This design comes from an exercise in tuning for small area, a short achievable clock period and few clock cycles per item on the open sky130 flow, not from production work.
No run shown here included a check of the RTL's function; only the layout flow was run.
Power figures rest on the tool's default switching activity, not on a simulated workload.

## design/flow/config.mk

```make
export PLATFORM = sky130hd
export DESIGN_NAME = tc_uplink_codec
export DESIGN_NICKNAME = tc_uplink_codec
export VERILOG_FILES = /design/flow/design.v
export SDC_FILE = /design/flow/constraint.sdc
export NUM_CORES = 4
export LEC_CHECK = 0
export CAP_MARGIN = 20
export CORE_MARGIN = 2
export CORE_UTILIZATION = 40
export PLACE_DENSITY = 0.6
export SETUP_SLACK_MARGIN = 3.1
export SLEW_MARGIN = 20
```

## design/flow/constraint.sdc

```tcl
create_clock -name core_clock -period 5.0 [get_ports {clk}]
set_input_delay 1.0000 -clock core_clock [delete_from_list [all_inputs] [get_ports {clk}]]
set_output_delay 1.0000 -clock core_clock [all_outputs]
set_load 0.01 [all_outputs]
```

## design/flow/design.v

```verilog
module tc_uplink_codec (
    input  wire        clk,
    input  wire        rst_n,
    input  wire        in_valid,
    output wire        in_ready,
    input  wire [7:0]  in_data,
    input  wire        in_last,
    input  wire [1:0]  in_op,
    output reg         out_valid,
    input  wire        out_ready,
    output reg  [7:0]  out_data,
    output reg         out_last,
    output wire [15:0] out_res
);
    localparam [1:0] OP_CRC  = 2'd0;
    localparam [1:0] OP_SCR  = 2'd1;
    localparam [1:0] OP_CLTU = 2'd2;
    localparam [1:0] OP_TC   = 2'd3;
    localparam [2:0] S_IDLE  = 3'd0;
    localparam [2:0] S_SYNC1 = 3'd1;
    localparam [2:0] S_BODY  = 3'd3;
    localparam [2:0] S_PAR   = 3'd4;
    localparam [2:0] S_FILL  = 3'd5;
    localparam [2:0] S_TAIL  = 3'd6;
    localparam [1:0] SRC_DATA  = 2'd0;
    localparam [1:0] SRC_CRCHI = 2'd1;
    localparam [1:0] SRC_CRCLO = 2'd2;
    localparam [1:0] SRC_DONE  = 2'd3;
    function [15:0] crc16_byte;
        input [15:0] c;
        input [7:0]  b;
        integer k;
        reg [15:0] r;
        begin
            r = c ^ {b, 8'h00};
            for (k = 0; k < 8; k = k + 1)
                r = r[15] ? ((r << 1) ^ 16'h1021) : (r << 1);
            crc16_byte = r;
        end
    endfunction
    function [7:0] scr_byte;
        input [7:0] s;
        scr_byte = {s[0], s[1], s[2], s[3], s[4], s[5], s[6], s[7]};
    endfunction
    function [7:0] scr_next;
        input [7:0] s;
        integer k;
        reg [7:0] st;
        begin
            st = s;
            for (k = 0; k < 8; k = k + 1)
                st = {st[2] ^ st[4] ^ st[6] ^ st[7], st[7:1]};
            scr_next = st;
        end
    endfunction
    function [7:0] par_step;
        input [7:0] a;
        input [7:0] b;
        reg [7:0] x;
        begin
            x = a ^ b;
            par_step = {x[6:0], x[7]};
        end
    endfunction
    reg [2:0]  state;
    reg [1:0]  op;
    reg [1:0]  src;
    reg        first;      
    reg [15:0] res;        
    reg [7:0]  lfsr;
    reg [7:0]  blk_par;    
    reg [2:0]  cnt;        
    reg        skid_full;
    reg [7:0]  skid_data;
    reg        skid_last;
    assign out_res = res;
    wire op_crc  = (op == OP_CRC) || (op == OP_TC);
    wire op_scr  = (op == OP_SCR) || (op == OP_TC);
    wire op_cltu = op[1];
    wire take_ok = (state == S_BODY) && (src == SRC_DATA) && !skid_full &&
                   !(first && out_valid && out_last);
    assign in_ready = take_ok;
    reg [7:0] pay_byte;
    reg       pay_avail;
    reg [1:0] src_next;
    always @(*) begin
        pay_byte  = in_data;
        pay_avail = take_ok && in_valid;
        src_next  = in_last ? (op_crc ? SRC_CRCHI : SRC_DONE) : SRC_DATA;
        case (src)
            SRC_CRCHI: begin
                pay_byte  = res[15:8];
                pay_avail = !skid_full;
                src_next  = SRC_CRCLO;
            end
            SRC_CRCLO: begin
                pay_byte  = res[7:0];
                pay_avail = !skid_full;
                src_next  = SRC_DONE;
            end
            SRC_DONE: begin
                pay_avail = 1'b0;
                src_next  = SRC_DONE;
            end
            default: ;
        endcase
    end
    wire pay_final = (src_next == SRC_DONE);
    wire [7:0] coded_byte = op_scr ? (pay_byte ^ scr_byte(lfsr)) : pay_byte;
    wire [15:0] crc_base = first ? 16'hFFFF : res;
    wire [7:0]  scr_base = first ? 8'h00 : res[7:0];
    reg       prod;
    reg [7:0] prod_data;
    reg       prod_last;
    always @(*) begin
        prod      = 1'b0;
        prod_data = coded_byte;
        prod_last = 1'b0;
        case (state)
            S_IDLE: begin
                prod      = in_valid && in_op[1] && !skid_full;
                prod_data = 8'hEB;
            end
            S_SYNC1: begin
                prod      = !skid_full;
                prod_data = 8'h90;
            end
            S_BODY: begin
                prod      = (state == S_BODY) && pay_avail;
                prod_data = coded_byte;
                prod_last = !op_cltu && pay_final;
            end
            S_FILL: begin
                prod      = !skid_full;
                prod_data = 8'h55;
            end
            S_PAR: begin
                prod      = !skid_full;
                prod_data = blk_par;
            end
            S_TAIL: begin
                prod      = !skid_full;
                prod_data = 8'hC5;
                prod_last = (cnt == 3'd6);
            end
            default: ;
        endcase
    end
    always @(posedge clk) begin
        if (!rst_n) begin
            out_valid <= 1'b0;
            skid_full <= 1'b0;
        end else if (skid_full) begin
            if (out_ready) begin
                out_data  <= skid_data;
                out_last  <= skid_last;
                skid_full <= 1'b0;
            end
        end else if (prod) begin
            if (!out_valid || out_ready) begin
                out_valid <= 1'b1;
                out_data  <= prod_data;
                out_last  <= prod_last;
            end else begin
                skid_full <= 1'b1;
                skid_data <= prod_data;
                skid_last <= prod_last;
            end
        end else if (out_ready) begin
            out_valid <= 1'b0;
        end
    end
    always @(posedge clk) begin
        if (!rst_n) begin
            state <= S_IDLE;
        end else begin
            case (state)
                S_IDLE: begin
                    lfsr    <= 8'hFF;
                    blk_par <= 8'h00;
                    cnt     <= 3'd0;
                    src     <= SRC_DATA;
                    first   <= 1'b1;
                    if (in_valid && !skid_full) begin
                        op <= in_op;
                        if (in_op[1])
                            state <= S_SYNC1;
                        else
                            state <= S_BODY;
                    end
                end
                S_SYNC1: begin
                    if (prod)
                        state <= S_BODY;
                end
                S_BODY: begin
                    if (prod) begin
                        if (src == SRC_DATA) begin
                            first <= 1'b0;
                            case (op)
                                OP_SCR:  res <= {8'h00, par_step(scr_base, in_data)};
                                OP_CLTU: if (first) res <= 16'd0;
                                default: res <= crc16_byte(crc_base, in_data);
                            endcase
                        end
                        src     <= src_next;
                        lfsr    <= scr_next(lfsr);
                        blk_par <= par_step(blk_par, coded_byte);
                        if (op_cltu) begin
                            if (cnt == 3'd6) begin
                                cnt   <= 3'd0;
                                state <= S_PAR;
                            end else begin
                                cnt <= cnt + 3'd1;
                                if (pay_final)
                                    state <= S_FILL;
                            end
                        end else if (pay_final) begin
                            state <= S_IDLE;
                        end
                    end
                end
                S_FILL: begin
                    if (prod) begin
                        blk_par <= par_step(blk_par, 8'h55);
                        if (cnt == 3'd6) begin
                            cnt   <= 3'd0;
                            state <= S_PAR;
                        end else begin
                            cnt <= cnt + 3'd1;
                        end
                    end
                end
                S_PAR: begin
                    if (prod) begin
                        blk_par <= 8'h00;
                        if (op == OP_CLTU)
                            res <= res + 16'd1;
                        state <= (src == SRC_DONE) ? S_TAIL : S_BODY;
                    end
                end
                S_TAIL: begin
                    if (prod) begin
                        cnt <= cnt + 3'd1;
                        if (cnt == 3'd6)
                            state <= S_IDLE;
                    end
                end
                default: state <= S_IDLE;
            endcase
        end
    end
endmodule
```

## design/flow/run.sh

```bash
#!/bin/bash
# synth_recipe.tcl (not shown) runs the flow's synth.tcl, then flattens the netlist and writes it again
# the make line also repeats each setting of config.mk as NAME=value (left out here)
make -C /OpenROAD-flow-scripts/flow DESIGN_CONFIG=/design/flow/config.mk WORK_HOME=/design/flow/orfs CLKGATE_MAP_FILE= SYNTH_SCRIPT=/design/flow/synth_recipe.tcl finish
```

==> results of run 1 <==
==> state kept, by name, indices dropped and copies added (netlist names), 2 cells and up <==
| signal | flops |
|---|---|
| blk_par | 8 |
| cnt | 3 |
| lfsr | 8 |
| op | 2 |
| out_data | 8 |
| res | 16 |
| skid_data | 8 |
| src | 2 |
| state | 3 |
==> final timing paths <==
path / startpoint / end / cells past startpoint
setup reg to reg: state[2] / skid_data[4] / 9
hold / removal: skid_data[0] / out_data[0] / 2
hold reg to reg: skid_data[0] / out_data[0] / 2
setup / recovery: state[2] / in_ready / 4
==> power groups by stage <==
stage / Clock (mW) / Combinational [mW] / Sequential, mW
CTS: 0.463 / 1.52 / 0.808
detailed placement: 0 / 0.960 / 0.879
floorplan: 0 / 0.784 / 0.816
global route: 0.485 / 1.84 / 0.820
global placement: 0 / 0.953 / 0.873
finish: 0.461 / 1.73 / 0.811
==> cell type report <==
type / count / area [µm²] / area share [%]
Multi-Input combinational cell: 353 / 2950 / 46.8
Sequential cell: 63 / 1860 / 29.6
Timing Repair Buffer: 125 / 1050 / 16.7
Tap cell: 140 / 175 / 2.79
Clock buffer: 9 / 124 / 1.97
Clock inverter: 7 / 73.8 / 1.17
Inverter: 14 / 58.8 / 0.935
==> through the flow <==
stage	hold slack (ns)	power [mW]	cells	worst slack [ns]	area [µm²]
3_5_place_dp	0.519	1.84	609	1.61	4970
4_1_cts	0.540	2.79	695	2.69	5980
3_3_place_gp	0.526	1.83	609	1.64	4970
2_1_floorplan	0.498	1.60	463	2.76	4630
5_1_grt	0.570	3.15	711	2.61	6290
6_report	0.535	3.00	711	2.67	6290
==> worst max-delay path: cells and delay by family, from the launching register on <==
kind                   cells  cell delay, ns
buffers and inverters      1            0.14
and+or+nand+nor            3            0.48
DFF                        1            0.36
==> logic make-up (layout without fill, tap and decap cells) <==
| group | Yosys count | after routing | synth area share [%] |
|---|---|---|---|
| and+or+nand+nor | 149 | 151 | 16.2 |
| AOI/OAI and AO/OA | 106 | 106 | 16.4 |
| xor gates and xnor gates | 75 | 75 | 15.0 |
| DFF | 63 | 63 | 42.0 |
| buffers and inverters | 49 | 155 | 4.77 |
| muxes | 11 | 11 | 2.71 |
| adders and majority gates | 10 | 10 | 2.86 |
==> routing by layer <==
metal	vias up	wire length [µm]	part of all wire (%)	track usage, %
met4	0	435	3.2	11.0
li1	1847	-	-	-
met5	-	0	0	0
met3	34	983	7.3	4.18
met1	1879	5830	43	31.6
met2	189	6210	46	35.6
==> repair_timing <==
action / CTS / global route
endpoints found under the setup margin: 144 / 111
pin swaps: 35 / 36
cloned: 4 / 0
gates resized for setup: 237 / 41
hold buffers: 0 / 0
buffers inserted: 66 / 16
endpoints found under the hold margin: 0 / 0
==> cell usage in the layout (no fill, tap or decap), types with 9 or more instances in the layout <==
cell type / n
a21oi_2: 18
a21oi_1: 11
nor2_1: 41
buf_2: 31
edfxtp_1: 58
buf_6: 20
nand2_1: 36
buf_4: 62
xnor2_1: 49
o22ai_1: 16
xor2_1: 13
nand2b_1: 12
inv_1: 10
o21ai_0: 10
clkbuf_8: 9
==> results.json, run 1 <==
{
  "viasPerCell": 5.55,
  "finClkSkew_ns": 0.0135,
  "synth-seq-area-share_pct": 42.0,
  "place_congestion": 0.841,
  "start_util_pct": 40.8,
  "arrival_ns": 1.33,
  "rows": 38,
  "fin_util_pct": 58.5,
  "clk-insertion-delay-late_ns": 0.36,
  "clk_root_buffer_cell": "clkbuf_8",
  "netlist.area_leader.share_pct": 39.7,
  "leakagePower_nw": 2.25,
  "path_max_fanout": 2,
  "dp_hpwl_um": 7770,
  "switching_share_pct": 39.7,
  "maxSlewViolCount": 0,
  "synth_nets": 488,
  "slowest_delay_ns": 0.36,
  "p_comb_share_pct": 57.6,
  "vdd_drop_max_mv": 0.299,
  "final_layout_size_suffix_gt1_share_pct": 43.4,
  "drt_pass1_iterations": 5,
  "n_antenna_cell": 0,
  "min_period_ns": 2.33,
  "clock-sinks": 63,
  "grt_pass1_wl_um": 20500,
  "grt_max_degree": 21,
  "grt_pass1_vias": 3841,
  "ys_ff_latch": 63,
  "synth_edf_count": 58,
  "tns_ns": 0,
  "power_density_mw_per_mm2": 477,
  "grtUsageTotal_pct": 23.2,
  "synthCells": 463,
  "io_buffer_count": 41,
  "vias": 3949,
  "crit_chain": "and3b_4 -> nand3_2 -> nor2_2 -> buf_2",
  "htreeDepth": 3,
  "max_slew_margin_pct": 59.2,
  "drtIter0Drc": 312,
  "netlist_top_cells_area": "edfxtp_1 (40%), xnor2_1 (12%), nor2_1 (4.2%)",
  "fp.dieArea_mm2": 0.0118,
  "antenna_found_initial": 0,
  "routed_wl_um": 13500,
  "wire_per_inst_um": 18.9,
  "synth_area_per_cell_um2": 9.46,
  "n_fill_cell": 884,
  "rsz0062_at_grt": "true",
  "finalSetupViolCount": 0,
  "cts_tree": "built",
  "synth-async-reset-ratio_pct": 0,
  "critPathKind": "reg2out",
  "crit_path_start_kind": "flip-flop",
  "yosys_warnings": 1,
  "status": "timing/DRC/antenna clean",
  "ant_nets": 0,
  "die_h_um": 109,
  "die_width_um": 109,
  "seqPwrFrac_pct": 27.0,
  "cp.required_ns": 4.00,
  "p_clk_share_pct": 15.4,
  "cts_made_buffers": 9,
  "synth_top_cell_by_area": "edfxtp_1",
  "synth.distinct_cells": 56,
  "slowest_stage": "dfxtp_4",
  "drc": 0,
  "syn-cell-area_mm2": 0.00438,
  "tightest_slew_ns": 0.612,
  "cts_buffer_depth": 2,
  "cap_violations": 0,
  "synthFlopType": "edfxtp_1",
  "p_int_mw": 1.81,
  "switchingPower_mw": 1.19,
  "period_share_pct": 46.6,
  "hold_class": "reg2reg",
  "finalHoldViolations": 0,
  "r2r_slack_ns": 2.68,
  "fmax_mhz": 429,
  "nNetsFinal": 591,
  "core_mm2": 0.0107,
  "crit_path_end_kind": "primary output",
  "path_clk_slew_ns": 0.08,
  "ios": 42,
  "grt.overflow.total": 0,
  "synth_common_cells": "edfxtp_1 (58), xnor2_1 (58), nor2_1 (49)",
  "area_growth_pct": 43.5
}
==> run 2: changes to the inputs <==
--- a/design/flow/config.mk
+++ b/design/flow/config.mk
@@ -9,5 +9,5 @@
 export CORE_MARGIN = 2
 export CORE_UTILIZATION = 40
 export PLACE_DENSITY = 0.6
-export SETUP_SLACK_MARGIN = 3.1
+export SETUP_SLACK_MARGIN = 2.8
 export SLEW_MARGIN = 20
==> results.json, run 2 <==
{
  "power_density_mw_per_mm2": 450,
  "nNetsFinal": 563,
  "final_common_cell": "edfxtp_1",
  "netlist.area_leader.share_pct": 39.7,
  "maxSlewViolCount": 0,
  "tightest_slew_ns": 0.513,
  "rows": 38,
  "routed_wl_um": 12400,
  "wire_per_inst_um": 18.2,
  "cts_tree": "built",
  "ant_nets": 0,
  "largest_reg_flops": 16,
  "regArea_mm2": 0.00186,
  "core_mm2": 0.0107,
  "stdcell_count": 683,
  "synth_area_per_cell_um2": 9.46,
  "vdd_drop_max_mv": 0.207,
  "p_clk_share_pct": 17.9,
  "dp_hpwl_um": 7690,
  "p_int_mw": 1.56,
  "cts_made_buffers": 9,
  "clk-insertion-delay-late_ns": 0.36,
  "clock-sinks": 63,
  "grt_pass1_wl_um": 19000,
  "min_path_cells": 2,
  "crit_path_start_kind": "flip-flop",
  "io_buffer_count": 41,
  "cts_buffer_depth": 2,
  "p_comb_share_pct": 50.6,
  "hold_class": "reg2reg",
  "final_layout_size_suffix_gt1_share_pct": 24.5,
  "path_clk_slew_ns": 0.08,
  "max_slew_margin_pct": 65.8,
  "grtUsageTotal_pct": 21.3,
  "grt_pass1_vias": 3568,
  "drc": 0,
  "yosys_warnings": 1,
  "synth_edf_count": 58,
  "start_util_pct": 40.8,
  "n_antenna_cell": 0,
  "synth-seq-area-share_pct": 42.0,
  "rr_worst_depth": 10,
  "die_width_um": 109,
  "arrival_ns": 1.40,
  "syn-cell-area_mm2": 0.00438,
  "crit_path_end_kind": "primary output",
  "finalHoldViolations": 0,
  "place_area_mm2": 0.00486,
  "vias": 3774,
  "die_h_um": 109,
  "finalSetupViolCount": 0,
  "whs_ns": 0.542,
  "synth.distinct_cells": 56,
  "min_period_ns": 2.40,
  "drtIter0Drc": 242,
  "largest-register": "res",
  "tns_ns": 0,
  "htreeDepth": 3,
  "switchingPower_mw": 1.01,
  "area_growth_pct": 30.7,
  "final_area_mm2": 0.00573,
  "multi_input_comb_area_mm2": 0.00256,
  "seqPwrFrac_pct": 31.5,
  "synth_common_cells": "edfxtp_1 (58), xnor2_1 (58), nor2_1 (49)",
  "dp_cells": 611,
  "rsz0062_at_grt": "true",
  "clk_root_buffer_cell": "clkbuf_8",
  "synthCells": 463,
  "netlist_top_cells_area": "edfxtp_1 (40%), xnor2_1 (12%), nor2_1 (4.2%)",
  "fmax_mhz": 417,
  "synth_top_cell_by_area": "edfxtp_1",
  "place_congestion": 0.892,
  "viasPerCell": 5.53,
  "antenna_found_initial": 0,
  "period_share_pct": 48.0,
  "status": "timing/DRC/antenna clean",
  "synth-async-reset-ratio_pct": 0,
  "n_fill_cell": 998,
  "finClkSkew_ns": 0.0128,
  "final_cell_mix": "edfxtp_1 (58), xnor2_1 (53), buf_4 (48), nor2_1 (46), nand2_1 (41)",
  "leakagePower_nw": 2.08,
  "switching_share_pct": 39.4,
  "grt.overflow.total": 0,
  "critPathKind": "reg2out",
  "drt_pass1_iterations": 4,
  "path_max_fanout": 2,
  "cp.required_ns": 4.00,
  "fp.dieArea_mm2": 0.0118,
  "synthFlopType": "edfxtp_1",
  "cap_violations": 0,
  "grt_max_degree": 26,
  "synth_nets": 488,
  "ios": 42,
  "ys_ff_latch": 63
}
==> run 2: cell counts after synthesis <==
Identical to the previous run, type by type.
==> run 2: cell type report <==
class / instances / share of cell area (%)
inverter: 14 / 0.939
timing repair buffer: 97 / 15.6
tap: 140 / 3.06
clock buffer: 9 / 2.16
clock inverter: 7 / 1.27
sequential: 63 / 32.4
multi-input combinational: 353 / 44.6
==> run 2: path summary, 6_finish.rpt <==
path	start	end	slack (ns)
setup / recovery	state[2]	in_ready	2.60
hold / removal	skid_data[0]	out_data[0]	0.54
setup reg to reg	state[2]	skid_data[0]	2.69
hold reg to reg	skid_data[0]	out_data[0]	0.54
==> run 2: timing repair <==
action | 4_1_cts | 5_1_grt
gates cloned | 2 | 2
pin swaps | 9 | 10
hold buffers | 0 | 0
gates resized for setup | 70 | 30
setup endpoints to repair | 121 | 68
buffers inserted | 36 | 16
==> run 2: through the flow <==
stage | power [mW] | setup slack (ns) | util, %
6_report | 2.57 | 2.60 | 53.3
5_1_grt | 2.72 | 2.56 | 53.3
4_1_cts | 2.44 | 2.60 | 50.9
3_5_place_dp | 1.81 | 1.76 | 45.3
3_3_place_gp | 1.79 | 1.81 | 45.3
2_1_floorplan | 1.55 | 2.76 | -
==> run 2: cells by family (layout without fill, tap and decap cells) <==
family / Yosys count / count (layout) / synth area share [%]
compound gates: 106 / 107 / 16.4
xor+xnor: 75 / 75 / 15.0
buf+inv: 49 / 127 / 4.77
flops: 63 / 63 / 42.0
simple gates: 149 / 150 / 16.2
mux: 11 / 11 / 2.71
fa+ha+maj: 10 / 10 / 2.86
==> run 2: layer usage <==
layer / vias to the layer above / GRT usage (%) / routed length, µm
met5: - / 0 / 0
met4: 0 / 7.78 / 231
met3: 19 / 4.18 / 907
met2: 145 / 33.0 / 5720
met1: 1812 / 29.5 / 5540
li1: 1798 / - / -
==> run 2: worst max-delay path, stage by stage, from the launching register on <==
cell,delay (ns)
dfxtp_4,0.36
and3b_2,0.27
buf_12,0.11
nand3_4,0.06
nor2_2,0.10
buf_2,0.14
==> run 2: power by group through the flow <==
stage          sequential (mW)  clock, mW  combinational (mW)
2_1_floorplan            0.816          0               0.730
3_3_place_gp             0.868          0               0.924
3_5_place_dp             0.874          0               0.933
4_1_cts                  0.810      0.465                1.17
5_1_grt                  0.823      0.486                1.41
6_report                 0.811      0.460                1.30

[static timing again, ports no longer ideal]
In the flow no input, the clock included, has a driving cell. The finished layouts below were timed again as built, in two steps. Step 1 (the two cells are an assumption about what drives the block):
set clk [get_ports {clk}]
set_driving_cell -lib_cell sky130_fd_sc_hd__clkbuf_16 $clk
set_driving_cell -lib_cell sky130_fd_sc_hd__buf_2 [delete_from_list [all_inputs] $clk]
Step 2 times the ports against the registers' clock, not the clock port: input delays grow and output delays shrink by t, the midpoint of the rising clock arrivals with the driver on. Three values: ideal, step 1, step 2; two values: the first two.
run	shift t [ns]	slack for setup (ns)	worst setup path after step 2	latest minus earliest clock arrival (ns)	worst slew at a driven data input, ns
run 1	0.388	2.671 / 2.635 / 2.525	input to register	0.013 / 0.014	0.04
run 2	0.390	2.599 / 2.564 / 2.461	input to register	0.013 / 0.013	0.03
After both steps every run listed still meets setup and hold. For run 1, which loses most, drivers alone change the setup slack by -0.036 ns; drivers and shift together by -0.146 ns.
